This design comes from an exercise in tuning for a short achievable clock period and few clock cycles on the open sky130 flow, not from production work.
In this exercise RTL edits were held to simulation tests only and were not proved equivalent to the original.
Power is estimated from default activity; no workload was simulated.

### design.v
module sigma_codec (
    input  wire        clk,
    input  wire        rst,
    input  wire        start,
    input  wire [31:0] stream_len,
    output wire        busy,
    output reg         done,
    output reg  [1:0]  stop_reason,
    output reg  [31:0] final_cursor,
    output wire        mem_en,
    output wire [31:0] mem_addr,
    input  wire [7:0]  mem_rdata,
    output reg         log_valid,
    input  wire        log_ready,
    output reg  [1:0]  log_kind,
    output reg  [1:0]  log_err,
    output reg  [7:0]  log_tag,
    output reg  [31:0] log_cursor,
    output reg  [31:0] log_consumed,
    output reg  [7:0]  log_safeload,
    output reg  [7:0]  log_channel,
    output reg  [31:0] log_total_len,
    output reg  [7:0]  log_chip,
    output reg  [31:0] log_data_len,
    output reg  [15:0] log_param,
    output reg         dev_req_valid,
    input  wire        dev_req_ready,
    output reg  [7:0]  dev_req_chip,
    output reg  [15:0] dev_req_param,
    output reg  [31:0] dev_req_len,
    input  wire        dev_rsp_valid,
    input  wire [15:0] dev_rsp_len,
    output reg         dev_rd_en,
    output reg  [15:0] dev_rd_addr,
    input  wire [7:0]  dev_rd_data,
    output reg         out_valid,
    input  wire        out_ready,
    output reg  [7:0]  out_data
);
    localparam [7:0] READ_TAG  = 8'h0a;
    localparam [7:0] WRITE_TAG = 8'h09;
    localparam [7:0] RESP_TAG  = 8'h0b;
    localparam [1:0] KIND_READ    = 2'd0;
    localparam [1:0] KIND_WRITE   = 2'd1;
    localparam [1:0] KIND_UNKNOWN = 2'd2;
    localparam [1:0] KIND_ERROR   = 2'd3;
    localparam [1:0] ERR_HDR_SHORT = 2'd2;
    localparam [1:0] ERR_PAY_SHORT = 2'd3;
    localparam [1:0] STOP_END      = 2'd0;
    localparam [1:0] STOP_ERROR    = 2'd1;
    localparam [1:0] STOP_NOPROG   = 2'd2;
    localparam integer PF_N = 8;    
    integer i;
    reg        busy_q;
    reg [31:0] len_q;
    reg        fin;           
    wire       go = start && !busy_q;
    wire       done_next;
    assign busy = busy_q;
    reg        rd_on;
    reg [31:0] raddr;
    reg        a_v;           
    reg [31:0] a_addr;
    reg [16:0] a_lo;          
    reg [15:0] a_h0, a_h1;    
    wire [15:0] a_hi = a_lo[16] ? a_h1 : a_h0;
    wire        a_hz = (a_hi == 16'd0);
    reg        p_v;
    reg [7:0]  p_b;
    reg [31:0] p_addr, p_rem;           
    reg        p_lt12, p_lt14, p_one;   
    assign mem_en   = rd_on;
    assign mem_addr = raddr;
    reg        p_hdr;         
    reg        p_wr;          
    reg [3:0]  pidx;          
    reg [31:0] f_cur, f_rem;  
    reg [7:0]  f_tag, f_sl, f_ch, f_chip, f_par_hi;
    reg [31:0] f_tot, f_dlen;
    reg [31:0] s_tot, s_12, d_tot, d_12;
    reg [16:0] s_tot_lo, s_12_lo, d_tot_lo, d_12_lo;
    wire       k_tot = p_wr || f_ge;    
    wire [31:0] jt   = k_tot ? s_tot : s_12;    
    wire [31:0] nrem = k_tot ? d_tot : d_12;    
    reg        n_zero;
    reg        f_ge, f_noprog, f_q, f_ok2;
    reg        g_hi_gt, g_hi_eq, g_lo_ge;
    reg [31:0] r14;
    reg        lk_v;
    reg [1:0]  lk_kind, lk_err;
    reg [7:0]  lk_tag, lk_sl, lk_ch, lk_chip;
    reg [31:0] lk_cur, lk_cons, lk_tot, lk_dlen;
    reg [15:0] lk_par;
    wire       log_room = !lk_v;
    reg [7:0]  q_chip [0:3];
    reg [31:0] q_dlen [0:3];
    reg [15:0] q_par  [0:3];
    reg        q_q    [0:3];
    reg [2:0]  wq, dq, oq;
    wire [2:0] wq_dq = wq - dq;
    wire [2:0] wq_oq = wq - oq;
    wire       q_room = !wq_dq[2] && !wq_oq[2];
    reg        push;          
    reg [1:0]  r_kind, r_err;
    reg [7:0]  r_tag;
    reg [31:0] r_cons, r_cur;
    reg        q_push;
    reg        flush;         
    reg        jump;          
    reg        stop_now;
    reg [1:0]  stop_val;
    reg [31:0] stop_cur;
    reg        start_hdr;
    reg        t_rd, t_wr;    
    wire [15:0] r_par = {f_par_hi, p_b};
    wire       wr_err = !f_ge || !f_ok2;
    wire [31:0] f_cons = k_tot ? f_tot : 32'd12;
    always @(*) begin
        push       = 1'b0;
        r_kind     = KIND_UNKNOWN;
        r_err      = ERR_HDR_SHORT;
        r_tag      = f_tag;
        r_cons     = f_cons;
        r_cur      = f_cur;
        q_push     = 1'b0;
        flush      = 1'b0;
        jump       = 1'b0;
        stop_now   = 1'b0;
        stop_val   = STOP_END;
        stop_cur   = len_q;
        start_hdr  = 1'b0;
        if (busy_q && !fin && p_v) begin
            if (!p_hdr) begin
                r_tag  = p_b;
                r_cons = 32'd1;
                r_cur  = p_addr;
                if (t_rd || t_wr) begin
                    if (t_rd ? p_lt12 : p_lt14) begin
                        if (log_room) begin
                            push     = 1'b1;
                            r_kind   = KIND_ERROR;
                            r_err    = ERR_HDR_SHORT;
                            stop_now = 1'b1;
                            stop_val = STOP_ERROR;
                            stop_cur = p_addr;
                        end else
                            flush = 1'b1;
                    end else if (log_room && (t_wr || q_room)) begin
                        start_hdr = 1'b1;
                    end else
                        flush = 1'b1;
                end else begin
                    if (log_room) begin
                        push   = 1'b1;
                        r_kind = KIND_UNKNOWN;
                        if (p_one) stop_now = 1'b1;   
                    end else
                        flush = 1'b1;
                end
            end
        end
        if (busy_q && p_hdr) begin
            begin
                if (pidx == (p_wr ? 4'd11 : 4'd9))
                    jump = 1'b1;
                if (!p_wr && pidx == 4'd11) begin
                    push   = 1'b1;
                    r_kind = KIND_READ;
                    q_push = 1'b1;
                    if (f_noprog) begin
                        stop_now = 1'b1;
                        stop_val = STOP_NOPROG;
                        stop_cur = f_cur;
                    end else if (n_zero)
                        stop_now = 1'b1;
                end
                if (p_wr && pidx == 4'd13) begin
                    push   = 1'b1;
                    r_kind = wr_err ? KIND_ERROR : KIND_WRITE;
                    r_err  = ERR_PAY_SHORT;
                    if (wr_err) begin
                        stop_now = 1'b1;
                        stop_val = STOP_ERROR;
                        stop_cur = f_cur;
                    end else if (f_noprog) begin
                        stop_now = 1'b1;
                        stop_val = STOP_NOPROG;
                        stop_cur = f_cur;
                    end else if (n_zero)
                        stop_now = 1'b1;
                end
            end
        end
    end
    always @(posedge clk) begin
        a_addr   <= raddr;
        a_lo     <= {1'b0, len_q[15:0]} - {1'b0, raddr[15:0]};
        a_h0     <= len_q[31:16] - raddr[31:16];
        a_h1     <= len_q[31:16] + ~raddr[31:16];
        p_addr   <= a_addr;
        p_rem    <= {a_hi, a_lo[15:0]};
        p_lt12   <= a_hz && (a_lo[15:0] < 16'd12);
        p_lt14   <= a_hz && (a_lo[15:0] < 16'd14);
        p_one    <= a_hz && (a_lo[15:0] == 16'd1);
        p_b      <= mem_rdata;
        t_rd     <= (mem_rdata == READ_TAG);
        t_wr     <= (mem_rdata == WRITE_TAG);
        g_hi_gt  <= (f_rem[31:16] > f_tot[31:16]);
        g_hi_eq  <= (f_rem[31:16] == f_tot[31:16]);
        g_lo_ge  <= (f_rem[15:0] >= f_tot[15:0]);
        f_ge     <= g_hi_gt || (g_hi_eq && g_lo_ge);
        f_noprog <= (f_tot == 32'd0);
        s_tot_lo <= {1'b0, f_cur[15:0]} + {1'b0, f_tot[15:0]};
        s_12_lo  <= {1'b0, f_cur[15:0]} + 17'd12;
        d_tot_lo <= {1'b0, f_rem[15:0]} + {1'b0, ~f_tot[15:0]} + 17'd1;
        d_12_lo  <= {1'b0, f_rem[15:0]} + 17'h0fff4;
        s_tot    <= {f_cur[31:16] + f_tot[31:16] + {15'd0, s_tot_lo[16]}, s_tot_lo[15:0]};
        s_12     <= {f_cur[31:16] + {15'd0, s_12_lo[16]}, s_12_lo[15:0]};
        d_tot    <= {f_rem[31:16] + ~f_tot[31:16] + {15'd0, d_tot_lo[16]}, d_tot_lo[15:0]};
        d_12     <= {f_rem[31:16] + 16'hffff + {15'd0, d_12_lo[16]}, d_12_lo[15:0]};
        n_zero   <= (nrem == 32'd0);
        f_q      <= (f_dlen == 32'd4);
        r14      <= f_rem - 32'd14;
        f_ok2    <= (f_dlen <= r14);
    end
    reg        d_wait;        
    reg [15:0] rd_cnt;        
    reg        rd_v;          
    reg [7:0]  pf_mem [0:PF_N-1];
    reg [2:0]  pf_wp, pf_rp;
    reg [3:0]  pf_cnt;
    reg [15:0] pl_mem [0:1];  
    reg        pl_wp, pl_rp;
    reg [1:0]  pl_cnt;
    reg        o_act;
    reg [3:0]  o_h;           
    reg        o_in_hdr;      
    reg        o_at_len;      
    reg        o_h1;          
    reg [15:0] o_p;           
    reg        o_pz, o_p1;    
    reg        o_q;
    reg [7:0]  sr [0:13];     
    reg        os_v;          
    reg [7:0]  os_d;
    wire       o_avail  = o_act && (o_in_hdr ? (!o_at_len || pl_cnt != 2'd0) : (pf_cnt != 4'd0));
    wire       o_send   = !os_v && o_avail;
    wire [15:0] pl_head = pl_mem[pl_rp];
    wire [16:0] o_tot   = {1'b0, pl_head} + 17'd13 + {16'd0, o_q};
    wire [7:0] o_byte   = !o_in_hdr ? pf_mem[pf_rp] :
                          o_at_len  ? {7'd0, o_tot[16]} : sr[0];
    wire       o_pop    = o_send && !o_in_hdr;
    wire       o_last   = o_in_hdr ? (o_h1 && o_pz) : o_p1;
    wire       o_load   = (wq != oq) && (!o_act || (o_send && o_last));
    wire       o_take   = o_send && o_at_len;    
    wire [1:0] oqi      = oq[1:0];
    wire       sr_shift = !os_v && !(o_at_len && pl_cnt == 2'd0);
    wire       d_ans     = d_wait && dev_rsp_valid;
    wire [15:0] rd_cnt_n = d_ans ? dev_rsp_len : (rd_cnt - {15'd0, dev_rd_en});
    wire       pf_fits   = ({1'b0, pf_cnt} + {4'd0, rd_v} + {4'd0, dev_rd_en}) < PF_N;
    wire       rd_last   = (rd_cnt == 16'd0) || (rd_cnt == 16'd1 && dev_rd_en);
    wire       d_idle    = !dev_req_valid && !d_wait && rd_last &&
                           (pl_cnt != 2'd2);
    wire       d_byp     = (wq == dq) && q_push;       
    wire       d_req     = d_idle && ((wq != dq) || q_push);
    wire [1:0] dqi       = dq[1:0];
    wire quiet = fin && wq == dq && wq == oq && !dev_req_valid && !d_wait &&
                 rd_cnt == 16'd0 && !dev_rd_en && !rd_v && pf_cnt == 4'd0 &&
                 pl_cnt == 2'd0 && !o_act && !os_v && !lk_v;
    assign done_next = busy_q && quiet && (!out_valid || out_ready) &&
                       (!log_valid || log_ready);
    wire       log_adv = !log_valid || log_ready;
    wire       log_ldk = log_adv && lk_v;             
    wire       log_ldp = log_adv && !lk_v && push;    
    wire       lk_ld   = !log_adv && push;            
    wire       out_adv = !out_valid || out_ready;
    always @(posedge clk) begin
        if (rst) begin
            busy_q        <= 1'b0;
            done          <= 1'b0;
            stop_reason   <= STOP_END;
            final_cursor  <= 32'd0;
            fin           <= 1'b1;
            rd_on         <= 1'b0;
            raddr         <= 32'd0;
            a_v           <= 1'b0;
            p_v           <= 1'b0;
            p_hdr         <= 1'b0;
            p_wr          <= 1'b0;
            pidx          <= 4'd0;
            log_valid     <= 1'b0;
            lk_v          <= 1'b0;
            wq            <= 3'd0;
            dq            <= 3'd0;
            oq            <= 3'd0;
            dev_req_valid <= 1'b0;
            d_wait        <= 1'b0;
            rd_cnt        <= 16'd0;
            dev_rd_en     <= 1'b0;
            dev_rd_addr   <= 16'd0;
            rd_v          <= 1'b0;
            pf_wp         <= 3'd0;
            pf_rp         <= 3'd0;
            pf_cnt        <= 4'd0;
            pl_wp         <= 1'b0;
            pl_rp         <= 1'b0;
            pl_cnt        <= 2'd0;
            o_act         <= 1'b0;
            o_h           <= 4'd0;
            o_in_hdr      <= 1'b0;
            o_at_len      <= 1'b0;
            o_h1          <= 1'b0;
            o_p           <= 16'd0;
            o_pz          <= 1'b0;
            o_p1          <= 1'b0;
            os_v          <= 1'b0;
            out_valid     <= 1'b0;
        end else begin
            done <= done_next;
            if (done_next)
                busy_q <= 1'b0;
            if (go) begin
                busy_q       <= 1'b1;
                fin          <= (stream_len == 32'd0);
                stop_reason  <= STOP_END;
                final_cursor <= 32'd0;
                rd_on        <= (stream_len != 32'd0);
                raddr        <= 32'd0;
                a_v          <= 1'b0;
                p_v          <= 1'b0;
                p_hdr        <= 1'b0;
            end else begin
                if (flush)
                    raddr <= p_addr;
                else if (jump)
                    raddr <= jt;
                else
                    raddr <= raddr + 32'd1;
                a_v <= rd_on && !flush;
                p_v <= a_v && !flush;
                if (stop_now) begin
                    fin          <= 1'b1;
                    rd_on        <= 1'b0;
                    stop_reason  <= stop_val;
                    final_cursor <= stop_cur;
                end
                if (start_hdr) begin
                    p_hdr <= 1'b1;
                    p_wr  <= t_wr;
                    pidx  <= 4'd1;
                end else if (p_hdr) begin
                    pidx <= pidx + 4'd1;
                    if (push)
                        p_hdr <= 1'b0;
                end
            end
            if (log_adv)
                log_valid <= lk_v || push;
            if (log_ldk)
                lk_v <= 1'b0;
            if (lk_ld)
                lk_v <= 1'b1;
            if (q_push)
                wq <= wq + 3'd1;
            if (d_req) begin
                dev_req_valid <= 1'b1;
                dq            <= dq + 3'd1;
            end else if (dev_req_valid && dev_req_ready) begin
                dev_req_valid <= 1'b0;
                d_wait        <= 1'b1;
            end
            if (d_ans)
                d_wait <= 1'b0;
            rd_cnt      <= rd_cnt_n;
            dev_rd_en   <= (rd_cnt_n != 16'd0) && pf_fits;
            dev_rd_addr <= d_ans ? 16'd0 : dev_rd_addr + {15'd0, dev_rd_en};
            rd_v        <= dev_rd_en;
            if (d_ans)
                pl_wp <= ~pl_wp;
            if (o_take)
                pl_rp <= ~pl_rp;
            pl_cnt <= pl_cnt + {1'b0, d_ans} - {1'b0, o_take};
            if (rd_v)
                pf_wp <= pf_wp + 3'd1;
            if (o_pop)
                pf_rp <= pf_rp + 3'd1;
            pf_cnt <= pf_cnt + {3'd0, rd_v} - {3'd0, o_pop};
            if (o_load) begin
                oq       <= oq + 3'd1;
                o_act    <= 1'b1;
                o_h      <= 4'd14;
                o_in_hdr <= 1'b1;
                o_at_len <= 1'b0;
                o_h1     <= 1'b0;
            end else if (o_send) begin
                if (o_last)
                    o_act <= 1'b0;
                if (o_in_hdr) begin
                    o_h      <= o_h - 4'd1;
                    o_in_hdr <= (o_h != 4'd1);
                    o_at_len <= (o_h == 4'd13);
                    o_h1     <= (o_h == 4'd2);
                    if (o_at_len) begin
                        o_p  <= pl_head;
                        o_pz <= (pl_head == 16'd0);
                        o_p1 <= (pl_head == 16'd1);
                    end
                end else begin
                    o_p  <= o_p - 16'd1;
                    o_pz <= o_p1;
                    o_p1 <= (o_p == 16'd2);
                end
            end
            if (out_adv)
                out_valid <= os_v || o_send;
            if (out_adv && os_v)
                os_v <= 1'b0;
            else if (!out_adv && o_send)
                os_v <= 1'b1;
        end
    end
    always @(posedge clk) begin
        if (!busy_q)
            len_q <= stream_len;
        if (start_hdr) begin
            f_tag <= p_b;
            f_cur <= p_addr;
            f_rem <= p_rem;
        end
        if (p_hdr) begin
            if (p_wr) begin
                if (pidx == 4'd1) f_sl <= p_b;
                if (pidx == 4'd2) f_ch <= p_b;
                if (pidx >= 4'd3 && pidx <= 4'd6) f_tot <= {f_tot[23:0], p_b};
                if (pidx == 4'd7) f_chip <= p_b;
                if (pidx >= 4'd8 && pidx <= 4'd11) f_dlen <= {f_dlen[23:0], p_b};
                if (pidx == 4'd12) f_par_hi <= p_b;
            end else begin
                if (pidx >= 4'd1 && pidx <= 4'd4) f_tot <= {f_tot[23:0], p_b};
                if (pidx == 4'd5) f_chip <= p_b;
                if (pidx >= 4'd6 && pidx <= 4'd9) f_dlen <= {f_dlen[23:0], p_b};
                if (pidx == 4'd10) f_par_hi <= p_b;
            end
        end
        if (lk_ld) begin
            lk_kind <= r_kind;
            lk_err  <= r_err;
            lk_tag  <= r_tag;
            lk_cur  <= r_cur;
            lk_cons <= r_cons;
            lk_sl   <= f_sl;
            lk_ch   <= f_ch;
            lk_tot  <= f_tot;
            lk_chip <= f_chip;
            lk_dlen <= f_dlen;
            lk_par  <= r_par;
        end
        if (q_push) begin
            q_chip[wq[1:0]] <= f_chip;
            q_dlen[wq[1:0]] <= f_dlen;
            q_par[wq[1:0]]  <= r_par;
            q_q[wq[1:0]]    <= f_q;
        end
        if (d_ans)
            pl_mem[pl_wp] <= dev_rsp_len;
        if (rd_v)
            pf_mem[pf_wp] <= dev_rd_data;
        if (o_load) begin
            o_q    <= q_q[oqi];
            sr[0]  <= RESP_TAG;
            sr[1]  <= 8'h00;
            sr[2]  <= 8'h00;
            sr[3]  <= 8'h00;
            sr[4]  <= 8'h00;
            sr[5]  <= q_chip[oqi];
            sr[6]  <= q_dlen[oqi][31:24];
            sr[7]  <= q_dlen[oqi][23:16];
            sr[8]  <= q_dlen[oqi][15:8];
            sr[9]  <= q_dlen[oqi][7:0];
            sr[10] <= q_par[oqi][15:8];
            sr[11] <= q_par[oqi][7:0];
            sr[12] <= 8'h00;
            sr[13] <= 8'h00;
        end else if (sr_shift) begin
            for (i = 0; i < 13; i = i + 1)
                sr[i] <= sr[i+1];
            sr[13] <= 8'h00;
            if (o_at_len) begin
                sr[0] <= o_tot[15:8];
                sr[1] <= o_tot[7:0];
            end
        end
        if (!out_adv && o_send)
            os_d <= o_byte;
    end
    reg rst_q;
    always @(posedge clk)
        rst_q <= rst;
    always @(posedge clk) begin
        if (rst_q) begin
            log_kind      <= KIND_READ;
            log_err       <= 2'd0;
            log_tag       <= 8'd0;
            log_cursor    <= 32'd0;
            log_consumed  <= 32'd0;
            log_safeload  <= 8'd0;
            log_channel   <= 8'd0;
            log_total_len <= 32'd0;
            log_chip      <= 8'd0;
            log_data_len  <= 32'd0;
            log_param     <= 16'd0;
            dev_req_chip  <= 8'd0;
            dev_req_param <= 16'd0;
            dev_req_len   <= 32'd0;
            out_data      <= 8'd0;
        end else begin
            if (log_ldk) begin
                log_kind      <= lk_kind;
                log_err       <= lk_err;
                log_tag       <= lk_tag;
                log_cursor    <= lk_cur;
                log_consumed  <= lk_cons;
                log_safeload  <= lk_sl;
                log_channel   <= lk_ch;
                log_total_len <= lk_tot;
                log_chip      <= lk_chip;
                log_data_len  <= lk_dlen;
                log_param     <= lk_par;
            end else if (log_ldp) begin
                log_kind      <= r_kind;
                log_err       <= r_err;
                log_tag       <= r_tag;
                log_cursor    <= r_cur;
                log_consumed  <= r_cons;
                log_safeload  <= f_sl;
                log_channel   <= f_ch;
                log_total_len <= f_tot;
                log_chip      <= f_chip;
                log_data_len  <= f_dlen;
                log_param     <= r_par;
            end
            if (d_req) begin
                if (d_byp) begin
                    dev_req_chip  <= f_chip;
                    dev_req_len   <= f_dlen;
                    dev_req_param <= r_par;
                end else begin
                    dev_req_chip  <= q_chip[dqi];
                    dev_req_len   <= q_dlen[dqi];
                    dev_req_param <= q_par[dqi];
                end
            end
            if (out_adv) begin
                if (os_v)
                    out_data <= os_d;
                else if (o_send)
                    out_data <= o_byte;
            end
        end
    end
endmodule
### constraint.sdc
create_clock -name core_clock -period 8.0 [get_ports {clk}]
set_input_delay 1.6000 -clock core_clock [delete_from_list [all_inputs] [get_ports {clk}]]
set_output_delay 1.6000 -clock core_clock [all_outputs]
set_load 0.01 [all_outputs]
### config.mk
export PLATFORM = sky130hd
export DESIGN_NAME = sigma_codec
export DESIGN_NICKNAME = sigma_codec
export VERILOG_FILES = /design/flow/design.v
export SDC_FILE = /design/flow/constraint.sdc
export NUM_CORES = 4
export LEC_CHECK = 0
export CAP_MARGIN = 20
export CORE_MARGIN = 2
export CORE_UTILIZATION = 70
export CTS_CLUSTER_DIAMETER = 60
export CTS_CLUSTER_SIZE = 25
export SETUP_SLACK_MARGIN = 5
export SLEW_MARGIN = 20
### run.sh
#!/bin/bash
# synth_recipe.tcl (not shown) runs the flow's synth.tcl, then flattens the netlist and writes it again
# the make line also repeats each setting of config.mk as NAME=value (left out here)
make -C /OpenROAD-flow-scripts/flow DESIGN_CONFIG=/design/flow/config.mk WORK_HOME=/design/flow/orfs CLKGATE_MAP_FILE= SYNTH_SCRIPT=/design/flow/synth_recipe.tcl finish
==> notes.md, run 1 <==
Setup WS pre-CTS=~3.7 ns; Starting Density=70.6%; Yosys top cell by area=edfxtp_1; crit start category=input pin; final wirelength=around 190,000 um; maximum VDD drop=~0.00017 V; status=complete, no violations; Final min period=between 3 and 4 ns; die extent in x=between 300 and 400 um; Hold WC Path Type=register to register; post-synthesis sequential area ratio=61.0%; ys async rst share=0%; share of cells above drive strength 1=between 10% and 20%; fin cells=~7,300; pin count of the biggest net entering global routing=192; initial antenna violation count=5; Placer Congestion=0.977; Max-slew headroom=25.4%; CTS tree=built; Bufs and invs on worst path=2; Worst Setup Path Type=input pin to register; Final Power=16,400 uW; r2r worst-path depth=6; Root Buffer=clkbuf_16; clk buf depth=3; synth warn=2; final core utilization=81.3%; family with the most delay on the worst path=buffers and inverters; EDFF count, synth=roughly 770; flops & latches, synth=1,621; clock-pin slew on the worst setup and hold paths=0.10 ns; Multi-input gate area=24,300 um2; setup TNS=0 ns; most common cell after layout, fill and taps aside=nand2_1; Worst Max-Slew Pin Slew=about 1.1 ns; Pins Over Slew Limit=0; Fillers=approximately 5,400; setup ws final=between 4 and 5 ns; drt pass-1 iters=5; post-synth top area share=a little over a third; Worst EP required=approximately 8.6 ns; # clock sinks=1,621; syn_area_per_cell=~12 um2; Seq pwr share=56.3%; Leakage Power=0.0276 uW; total track usage=roughly two fifths; internal power=~12,000 uW; Detail Route Antenna Nets=0; Critical Path End Type=register; Switching Fraction=24.8%; DIE HEIGHT=311 um; Syn Inst Count=between 5,000 and 6,000; f_max=roughly 320 MHz; first-pass GRT wire length=285,000 um; Remaining Overflow, GRT=0; vias in the first global route=46,665; number of buffers created by CTS=a little over 100; Layout Skew=between 0.04 and 0.05 ns; Clk pwr share=between 30% and 40%; fin nets=~6,200; stages on the worst setup path=6; Final Setup Violations=0; Max stage delay on crit path=0.53 ns; Mapped Nets=around 5,900; DR WL/cell=between 20 and 30 um; number of distinct library cells after synthesis=80; Comb power frac=7.4%; placed wire-length estimate=between 100,000 and 150,000 um; top post-synthesis cells by area=edfxtp_1, dfxtp_1, nand2_1; PD cells=~220 nW/um2; FF+latch area=~40,000 um2; DRC viols=0; Mapped Area=65,800 um2; CP max stage cell=clkdlybuf4s50_1; placed cell count=around 7,100; crit-path cells=clkdlybuf4s50_1 > nand2b_4 > nand2_8 > buf_16 > nand2_1 > a311oi_1; Fin. Hold Viols=0; Vias=48,246; H-Tree Depth=3; PortBufs=slightly above 400; Psw=a little over 4000 uW; core footprint=a little over 90,000 um2; # IOs=404; most frequent cells in the layout=nand2_1, edfxtp_1, dfxtp_1, nor2_1, a21oi_1; fin crit share=between 30 and 40%; Worst Path Arrival=around 3.7 ns; MaxCap Viol Count=0; clock latency (worst-skew pair)=0.73 ns; DRT iter0 DRCs=around 6,000; Core Rows=roughly 110; worst-path fanout max=74; Main synth FF type=dfxtp_1; area delta synth->final=15.1%; Hold Buf Count CTS=0; unrepaired setup endpoints after global routing=true; Hold Crit Depth=0; Vias per Instance=roughly 6.6; die area=between 90,000 and 100,000 um2
==> flip-flops by register name, indices dropped and copies added (netlist names), 64 cells and up, named ones only <==
register  flops
q_dlen      128
sr           96
q_par        64
pf_mem       64
==> final cells by class <==
cell class	count	share of cell area (%)
antenna	1	0.00330
clock buffer	123	3.78
clock inverter	71	1.15
inverter	191	0.989
multi-input combinational	3552	32.0
sequential	1621	53.3
tap	1254	2.07
timing repair buffer	521	6.66
timing repair inverter	2	0.0215
==> worst paths after layout <==
path | from | to | slack [ns]
max | log_ready | log_consumed[17] | 4.85
min | d_tot_lo[13] | d_tot[13] | 0.30
max reg2reg | p_hdr | lk_tag[0] | 4.98
min reg2reg | d_tot_lo[13] | d_tot[13] | 0.30
==> per-stage QoR <==
step	instance area [um2]	hold WS [ns]
after floorplan	65900	0.310
after global placement	71000	0.310
after detailed placement	71000	0.312
after CTS	75300	0.308
after global routing	75800	0.320
final	75800	0.301
==> power by group through the flow <==
stage / sequential, uW / combinational, uW / clock, uW
6_report: 9240 / 1210 / 5950
5_1_grt: 9270 / 1340 / 6250
4_1_cts: 9230 / 1190 / 5960
3_5_place_dp: 9430 / 1160 / 0
3_3_place_gp: 9410 / 1130 / 0
2_1_floorplan: 9310 / 859 / 0
==> layer usage <==
metal  share of wire, %  global-route usage [%]  up-vias
li1                   -                       -    21167
met2                 48                    64.9     3013
met3                9.8                    7.23      634
met1                 35                    48.1    23424
met5              0.028                       0        -
met4                6.7                    21.9        8
==> synthesized netlist by cell type (113+ instances only) <==
master,count
dfxtp_1,853
mux2i_1,127
ha_1,172
nor3_1,113
mux4_2,129
a311oi_1,138
o21ai_0,116
clkbuf_1,279
inv_1,188
nor2_1,406
nand2_1,897
edfxtp_1,768
xnor2_1,146
a21oi_1,249
==> cells by family after synthesis <==
group,share of synthesized area (%)
AO/OA/AOI/OAI,9.51
XOR/XNOR,3.31
adder cells (fa/ha/maj),3.57
buffers and inverters,2.81
flip-flops,61.0
multiplexers,6.69
AND/OR/NAND/NOR,13.1
==> worst register-to-register path: stages (launching register included) <==
cell and delay, ns:
dfxtp_1 0.55, nand4bb_2 0.22, buf_4 0.54, nor2_1 0.26, a21oi_2 0.44, nor2_4 0.12
buf_16 0.26
==> what timing repair did <==
item                                    4_1_cts  5_1_grt
endpoints found under the setup margin     1012      496
resized for setup                           694       57
buffers inserted                             22       25
cloned                                        9        7
pin swaps                                     3        6
Testbench counts, summed over its fixed seeds: cycles 30,175.
==> run 2: changes to the inputs <==
==> flow/run.sh (new file) <==
#!/bin/bash
set -euo pipefail
bash standard.sh SETUP_SLACK_MARGIN=5.5 finish > standard.log 2>&1
==> standard.sh (new file) <==
#!/bin/bash
# synth_recipe.tcl (not shown) runs the flow's synth.tcl, then flattens the netlist and writes it again
# the make line also repeats each setting of config.mk as NAME=value (left out here)
make -C /OpenROAD-flow-scripts/flow DESIGN_CONFIG=/design/flow/config.mk WORK_HOME=/design/flow/orfs CLKGATE_MAP_FILE= SYNTH_SCRIPT=/design/flow/synth_recipe.tcl "${@:-finish}"
--- a/config.mk
+++ b/config.mk
@@ -11,4 +11,3 @@
 export CTS_CLUSTER_DIAMETER = 60
 export CTS_CLUSTER_SIZE = 25
-export SETUP_SLACK_MARGIN = 5
 export SLEW_MARGIN = 20
removed: run.sh
==> notes.md, run 2 <==
H-Tree Depth=3 (unchanged); Final min period=3.08 ns (-0.0716 ns); most frequent cells in the layout=nand2_1, edfxtp_1, dfxtp_1, nor2_1, buf_6; Seq pwr share=54.1% (-2.2 points); fin nets=6,641 (+6.4%); Worst Setup Path Type=register to output pin; Root Buffer=clkbuf_16; worst-path fanout max=2 (-97%); share of cells above drive strength 1=28.2% (+17 points); clock-pin slew on the worst setup and hold paths=0.10 ns (about the same); clock latency (worst-skew pair)=0.77 ns (+0.04 ns); Max-slew headroom=22.1% (-3.3 points); Critical Path End Type=output pin; crit-path cells=buf_6; Comb power frac=9.4% (+2.0 points); setup ws final=4.92 ns (+0.0716 ns); Hold WC Path Type=register to register; Hold Path Sink=d_tot[0]; flops & latches, synth=1,621 (unchanged); Placer Congestion=0.961 (-1.6%); r2r worst-path depth=8 (+2); CP max stage cell=dfxtp_2; vias in the first global route=50,255 (+7.7%); die area=96,500 um2 (unchanged); Vias=56,748 (+18%); MaxCap Viol Count=0 (unchanged); Starting Density=70.6% (unchanged); most common cell after layout, fill and taps aside=nand2_1; Hold Buf Count CTS=0 (unchanged); worst flop-to-flop path startpoint=t_wr; Max stage delay on crit path=0.55 ns (+0.02 ns); worst hold slack=0.314 ns (+0.0133 ns); top post-synthesis cells by area=edfxtp_1, dfxtp_1, nand2_1; synth cell count leaders=nand2_1, dfxtp_1, edfxtp_1; Vias per Instance=7.32 (+11%); Worst Max-Slew Pin Slew=1.16 ns (+0.0426 ns); Synth Area in Adders=3.57% (unchanged); final wirelength=262,000 um (+34%); Psw=4670 uW (+15%); DRC viols=0 (unchanged); # clock sinks=1,621 (unchanged); Mapped Nets=5,913 (unchanged); FF-to-FF setup slack=5.02 ns (+0.04 ns); Detail Route Antenna Nets=0 (unchanged); Layout Skew=0.0434 ns (-0.00427 ns); largest family of logic cells by synthesized area=simple AND/OR/NAND/NOR gates; total track usage=44.3% (+5.4 points); die extent in x=311 um (unchanged); post-synthesis compound-gate area fraction=9.51% (unchanged); Main synth FF type=dfxtp_1; Bufs and invs on worst path=1 (-1); post-synthesis sequential area ratio=61.0% (unchanged); core footprint=93,200 um2 (unchanged); Clk pwr share=36.5% (+0.2 points); # IOs=404 (unchanged); setup TNS=0 ns (unchanged); post-synthesis mux area share=6.69% (unchanged); Remaining Overflow, GRT=0 (unchanged); clk buf depth=3 (unchanged); PortBufs=403 (unchanged); area delta synth->final=25.7%; number of distinct library cells after synthesis=80 (unchanged); maximum VDD drop=0.000262 V (+50%); hold_sp=d_tot_lo[0]; Core Rows=112 (unchanged); f_max=325 MHz (+2.3%); fin crit share=38.5% (-0.90 points); Hold Crit Depth=0 (unchanged); fin cells=7,748 (+5.6%); synth warn=2 (unchanged); Post-DP Area=71,000 um2 (about the same); DIE HEIGHT=311 um (unchanged); Yosys top cell by area=edfxtp_1; Worst EP required=6.40 ns (-2.16 ns); Setup WS pre-CTS=3.26 ns (-0.394 ns); PD cells=207 nW/um2 (-4.3%); crit start category=register; post-synth top area share=35.0% (unchanged); Mapped Area=65,800 um2 (unchanged); placed wire-length estimate=125,000 um (+0.15%); R2R Path End=log_chip[7]; DR WL/cell=33.8 um (+27%); Synth Area in XOR/XNOR=3.31% (unchanged); internal power=12,500 uW (+1.0%); Worst Path Arrival=1.48 ns (-2.23 ns); DRT iter0 DRCs=10,755 (+82%); status=complete, no violations; Leakage Power=0.0306 uW (+11%); drt pass-1 iters=12 (+7); Switching Fraction=27.2% (+2.5 points); first-pass GRT wire length=320,000 um (+12%); ys async rst share=0% (unchanged); Fillers=3,747 (-30%); Final Setup Violations=0 (unchanged); number of buffers created by CTS=107 (+4.9%); Fin. Hold Viols=0 (unchanged); max reg flops=128 (unchanged); post-route cell area=82,700 um2 (+9.1%); EDFF count, synth=768 (unchanged); top-count cell post-synth=nand2_1; initial antenna violation count=26 (+21); syn_area_per_cell=11.6 um2 (unchanged); unrepaired setup endpoints after global routing=true; Post-Synth Simple-Gate Area=13.1% (unchanged); placed cell count=7,070 (-0.11%); Pins Over Slew Limit=0 (unchanged); pin count of the biggest net entering global routing=94 (-51%); family with the most delay on the worst path=flip-flops; CTS tree=built; Syn Inst Count=5,660 (unchanged)
[run 2: cell counts after synthesis]
No cell type changed its count.
[run 2: repair_timing]
item,in CTS,in global routing
pin swaps,46,170
setup endpoints to repair,1474,1236
cloned,38,49
gates resized for setup,2400,286
setup buffers,200,176
[run 2: area by class of cell]
cell class | count | area (um2) | share of cell area [%]
sequential | 1621 | 40800 | 49.3
multi-input combinational | 3562 | 25600 | 31.0
timing repair buffer | 901 | 10100 | 12.2
clock buffer | 123 | 2820 | 3.41
tap | 1254 | 1570 | 1.90
clock inverter | 78 | 1030 | 1.25
inverter | 191 | 763 | 0.923
antenna | 14 | 35.0 | 0.0424
timing repair inverter | 4 | 30.0 | 0.0363
[run 2: cells by family (layout without fill, tap and decap cells)]
family | count (synthesis) | after routing
AOI/OAI and AO/OA | 920 | 923
xor gates and xnor gates | 249 | 249
adders and majority gates | 182 | 182
buffers and inverters | 492 | 1297
DFF | 1621 | 1621
muxes | 276 | 276
other | 0 | 14
and+or+nand+nor | 1920 | 1932
[run 2: per-layer routing]
layer  share of wire, %  global-route usage (%)  vias up
met1                 30                    55.4    26662
met5               0.19                       0        -
li1                   -                       -    22044
met2                 42                    68.6     6022
met3                 16                    10.8     1988
met4                 11                    30.4       32
[run 2: how the worst max path moves through the flow]
stage / start / end / cells after the start
6_report: log_total_len[4] / log_total_len[4] / 1
5_1_grt: log_total_len[4] / log_total_len[4] / 1
4_1_cts: log_kind[1] / log_kind[1] / 1
3_5_place_dp: busy_q / log_chip[7] / 8
3_3_place_gp: busy_q / log_tag[5] / 8
2_1_floorplan: log_ready / lk_ch[0] / 2
[run 2: power groups by stage]
stage,combinational (uW),sequential (uW),clock (uW)
finish,1610,9260,6250
global route,1690,9280,6470
CTS,1370,9220,6070
detailed placement,1190,9420,0
global placement,1160,9410,0
floorplan,862,9310,0
[run 2: per-stage QoR]
step           total power [uW]  utilization, %
2_1_floorplan             10200               -
3_3_place_gp              10600            76.2
3_5_place_dp              10600            76.2
4_1_cts                   16700            85.0
5_1_grt                   17400            88.7
6_report                  17100            88.7
==> run 3: changes to the inputs <==
--- a/design.v
+++ b/design.v
@@ -80,9 +80,9 @@
     reg [31:0] s_tot, s_12, d_tot, d_12;
     reg [16:0] s_tot_lo, s_12_lo, d_tot_lo, d_12_lo;
+    reg        n_zero;
+    reg        f_ge, f_noprog, f_q, f_ok2;
     wire       k_tot = p_wr || f_ge;    
     wire [31:0] jt   = k_tot ? s_tot : s_12;    
     wire [31:0] nrem = k_tot ? d_tot : d_12;    
-    reg        n_zero;
-    reg        f_ge, f_noprog, f_q, f_ok2;
     reg        g_hi_gt, g_hi_eq, g_lo_ge;
     reg [31:0] r14;
--- a/config.mk
+++ b/config.mk
@@ -11,3 +11,4 @@
 export CTS_CLUSTER_DIAMETER = 60
 export CTS_CLUSTER_SIZE = 25
+export PLACE_DENSITY = 0.8
 export SLEW_MARGIN = 20
==> notes.md, run 3 <==
DRT iter0 DRCs=9,172 (-15%); family with the most delay on the worst path=flip-flops; total track usage=44.0% (-0.27 points); f_max=344 MHz (+6.1%); post-synthesis sequential area ratio=61.0% (unchanged); synth warn=2 (unchanged); CP max stage cell=dfxtp_4; synth cell count leaders=nand2_1, dfxtp_1, edfxtp_1; Vias=54,753 (-3.5%); Worst Max-Slew Pin Slew=1.21 ns (+0.0485 ns); DR WL/cell=32.0 um (-5.3%); PortBufs=403 (unchanged); DIE HEIGHT=311 um (unchanged); pin count of the biggest net entering global routing=181 (+93%); FF+latch area=40,800 um2 (about the same); crit start category=register; final wirelength=246,000 um (-5.9%); Comb power frac=9.1% (-0.3 points); Root Buffer=clkbuf_16; Main synth FF type=dfxtp_1; # IOs=404 (unchanged); post-synth top area share=35.0% (unchanged); clock latency (worst-skew pair)=0.75 ns (-0.02 ns); area delta synth->final=25.1%; Placer Congestion=0.965 (+0.39%); number of distinct library cells after synthesis=80 (unchanged); # clock sinks=1,621 (unchanged); Clk pwr share=36.2% (-0.3 points); Setup WS pre-CTS=3.38 ns (+0.115 ns); maximum VDD drop=0.000204 V (-22%); clk buf depth=3 (unchanged); setup TNS=0 ns (unchanged); Pins Over Slew Limit=0 (unchanged); Hold WC Path Type=register to register; Worst Setup Path Type=register to output pin; placed cell count=7,075 (+0.071%); Max stage delay on crit path=0.43 ns (-0.12 ns); Fillers=3,960 (+5.7%); CTS tree=built; Bufs and invs on worst path=1 (unchanged); initial antenna violation count=10 (-62%); fin crit share=36.3% (-2.2 points); Worst Path Arrival=1.30 ns (-0.18 ns); Hold Buf Count CTS=0 (unchanged); worst-path fanout max=2 (unchanged); clock-pin slew on the worst setup and hold paths=0.10 ns (about the same); fin nets=6,599 (-0.63%); Seq pwr share=54.7% (+0.6 points); Yosys top cell by area=edfxtp_1; Mapped Area=65,800 um2 (unchanged); die extent in x=311 um (unchanged); vias in the first global route=50,092 (-0.32%); Layout Skew=0.0360 ns (-0.00747 ns); share of cells above drive strength 1=27.9% (-0.35 points); DRC viols=0 (unchanged); number of buffers created by CTS=101 (-5.6%); Vias per Instance=7.11 (-2.9%); Worst EP required=6.40 ns (about the same); Fin. Hold Viols=0 (unchanged); Remaining Overflow, GRT=0 (unchanged); top-count cell post-synth=nand2_1; die area=96,500 um2 (unchanged); Starting Density=70.6% (unchanged); max reg flops=128 (unchanged); internal power=12,500 uW (+0.29%); core footprint=93,200 um2 (unchanged); ys async rst share=0% (unchanged); status=complete, no violations; placed wire-length estimate=124,000 um (-0.82%); syn_area_per_cell=11.6 um2 (unchanged); H-Tree Depth=3 (unchanged); drt pass-1 iters=9 (-3); Final Setup Violations=0 (unchanged); EDFF count, synth=768 (unchanged); Psw=4430 uW (-5.1%); unrepaired setup endpoints after global routing=true; Critical Path End Type=output pin; most frequent cells in the layout=nand2_1, edfxtp_1, dfxtp_1, nor2_1, buf_6; Final min period=2.90 ns (-0.176 ns); MaxCap Viol Count=0 (unchanged); Leakage Power=0.0303 uW (-0.92%); Multi-input gate area=25,600 um2 (-0.14%); PD cells=206 nW/um2 (-0.75%); top post-synthesis cells by area=edfxtp_1, dfxtp_1, nand2_1; flops & latches, synth=1,621 (unchanged); setup ws final=5.10 ns (+0.176 ns); fin cells=7,696 (-0.67%); Core Rows=112 (unchanged); Detail Route Antenna Nets=0 (unchanged); Mapped Nets=5,913 (unchanged); crit-path cells=buf_6; Max-slew headroom=18.5% (-3.5 points); Syn Inst Count=5,660 (unchanged); first-pass GRT wire length=318,000 um (-0.63%); most common cell after layout, fill and taps aside=nand2_1; Switching Fraction=26.2% (-1.1 points)
run 3: per-layer routing:
layer  up-vias  global-route usage, %  part of all wire (%)
met5         -                      0                 0.020
met2      5310                   70.0                    44
li1      21921                      -                     -
met1     25972                   53.0                    31
met4         8                   31.5                    10
met3      1542                   10.7                    14
run 3: cell type report:
class / instances / area share, %
inverters: 191 / 0.935
diodes: 9 / 0.0274
well taps: 1254 / 1.91
flip-flops and latches: 1621 / 49.6
multi-input cells: 3555 / 31.0
repair inverters: 4 / 0.0380
clock inverters: 69 / 1.24
repair buffers: 872 / 11.9
clock buffers: 121 / 3.33
run 3: through the flow:
stage / hold WS [ns] / total power [uW] / cell area [um2] / util [%]
3_3_place_gp: 0.310 / 10500 / 71100 / 76.2
4_1_cts: 0.326 / 16600 / 79400 / 85.2
6_report: 0.315 / 16900 / 82300 / 88.4
3_5_place_dp: 0.312 / 10600 / 71100 / 76.3
5_1_grt: 0.319 / 17200 / 82300 / 88.3
2_1_floorplan: 0.310 / 10200 / 66100 / -
run 3: power groups by stage:
stage	clock (uW)	combinational, uW	sequential (uW)
floorplan	0	862	9310
global placement	0	1140	9410
detailed placement	0	1180	9410
CTS	6000	1370	9220
global route	6340	1630	9270
finish	6130	1550	9260
run 3: path summary, 6_finish.rpt:
kind | startpoint | to | slack, ns | cells past startpoint
max reg2reg | busy_q | log_total_len[24] | 5.19 | 11
max | log_total_len[22] | log_total_len[22] | 5.10 | 1
min reg2reg | d_tot_lo[6] | d_tot[6] | 0.31 | 0
min | d_tot_lo[6] | d_tot[6] | 0.31 | 0
run 3: kinds of logic (layout without fill, tap and decap cells):
family,after synthesis,after routing,share of synthesized area [%]
buffers and inverters,492,1257,2.81
DFF,1621,1621,61.0
AOI/OAI and AO/OA,920,921,9.51
xor gates and xnor gates,249,249,3.31
and+or+nand+nor,1920,1927,13.1
adders and majority gates,182,182,3.57
other,0,9,0
muxes,276,276,6.69
run 3: repair_timing:
action                     in CTS  in global routing
gates cloned                   39                 32
setup endpoints to repair    1494               1139
resized for setup            2413                280
buffers inserted              197                153
pin swaps                      45                104
Testbench counts of run 3, summed over its fixed seeds: cycles 30,175.

re-timing with driven ports:
In the flow no input, the clock included, has a driving cell. The finished layouts below were timed again as built, in two steps.
Step 1, drivers: a clkbuf_16 drives clk and a buf_2 each remaining input, both assumed.
Step 2 moves the port delays by t, midway between the first and last clock arrival at a register: inputs arrive t later, outputs are due t later. That takes back most of the time a late clock gives input paths.
a / b / c = ideal ports / drivers / drivers and shift; a / b = the first two.
run	t (ns)	setup WS [ns]	pins driven straight from the clock port
run 1	0.788	4.850 / 4.893 / 4.105	1
run 2	0.828	4.921 / 4.841 / 4.278	1
run 3	0.809	5.097 / 5.017 / 4.560	1
After both steps every run listed still meets setup and hold. The setup slack of run 1, which loses most, moves by +0.043 ns with the drivers and by -0.745 ns with both steps.
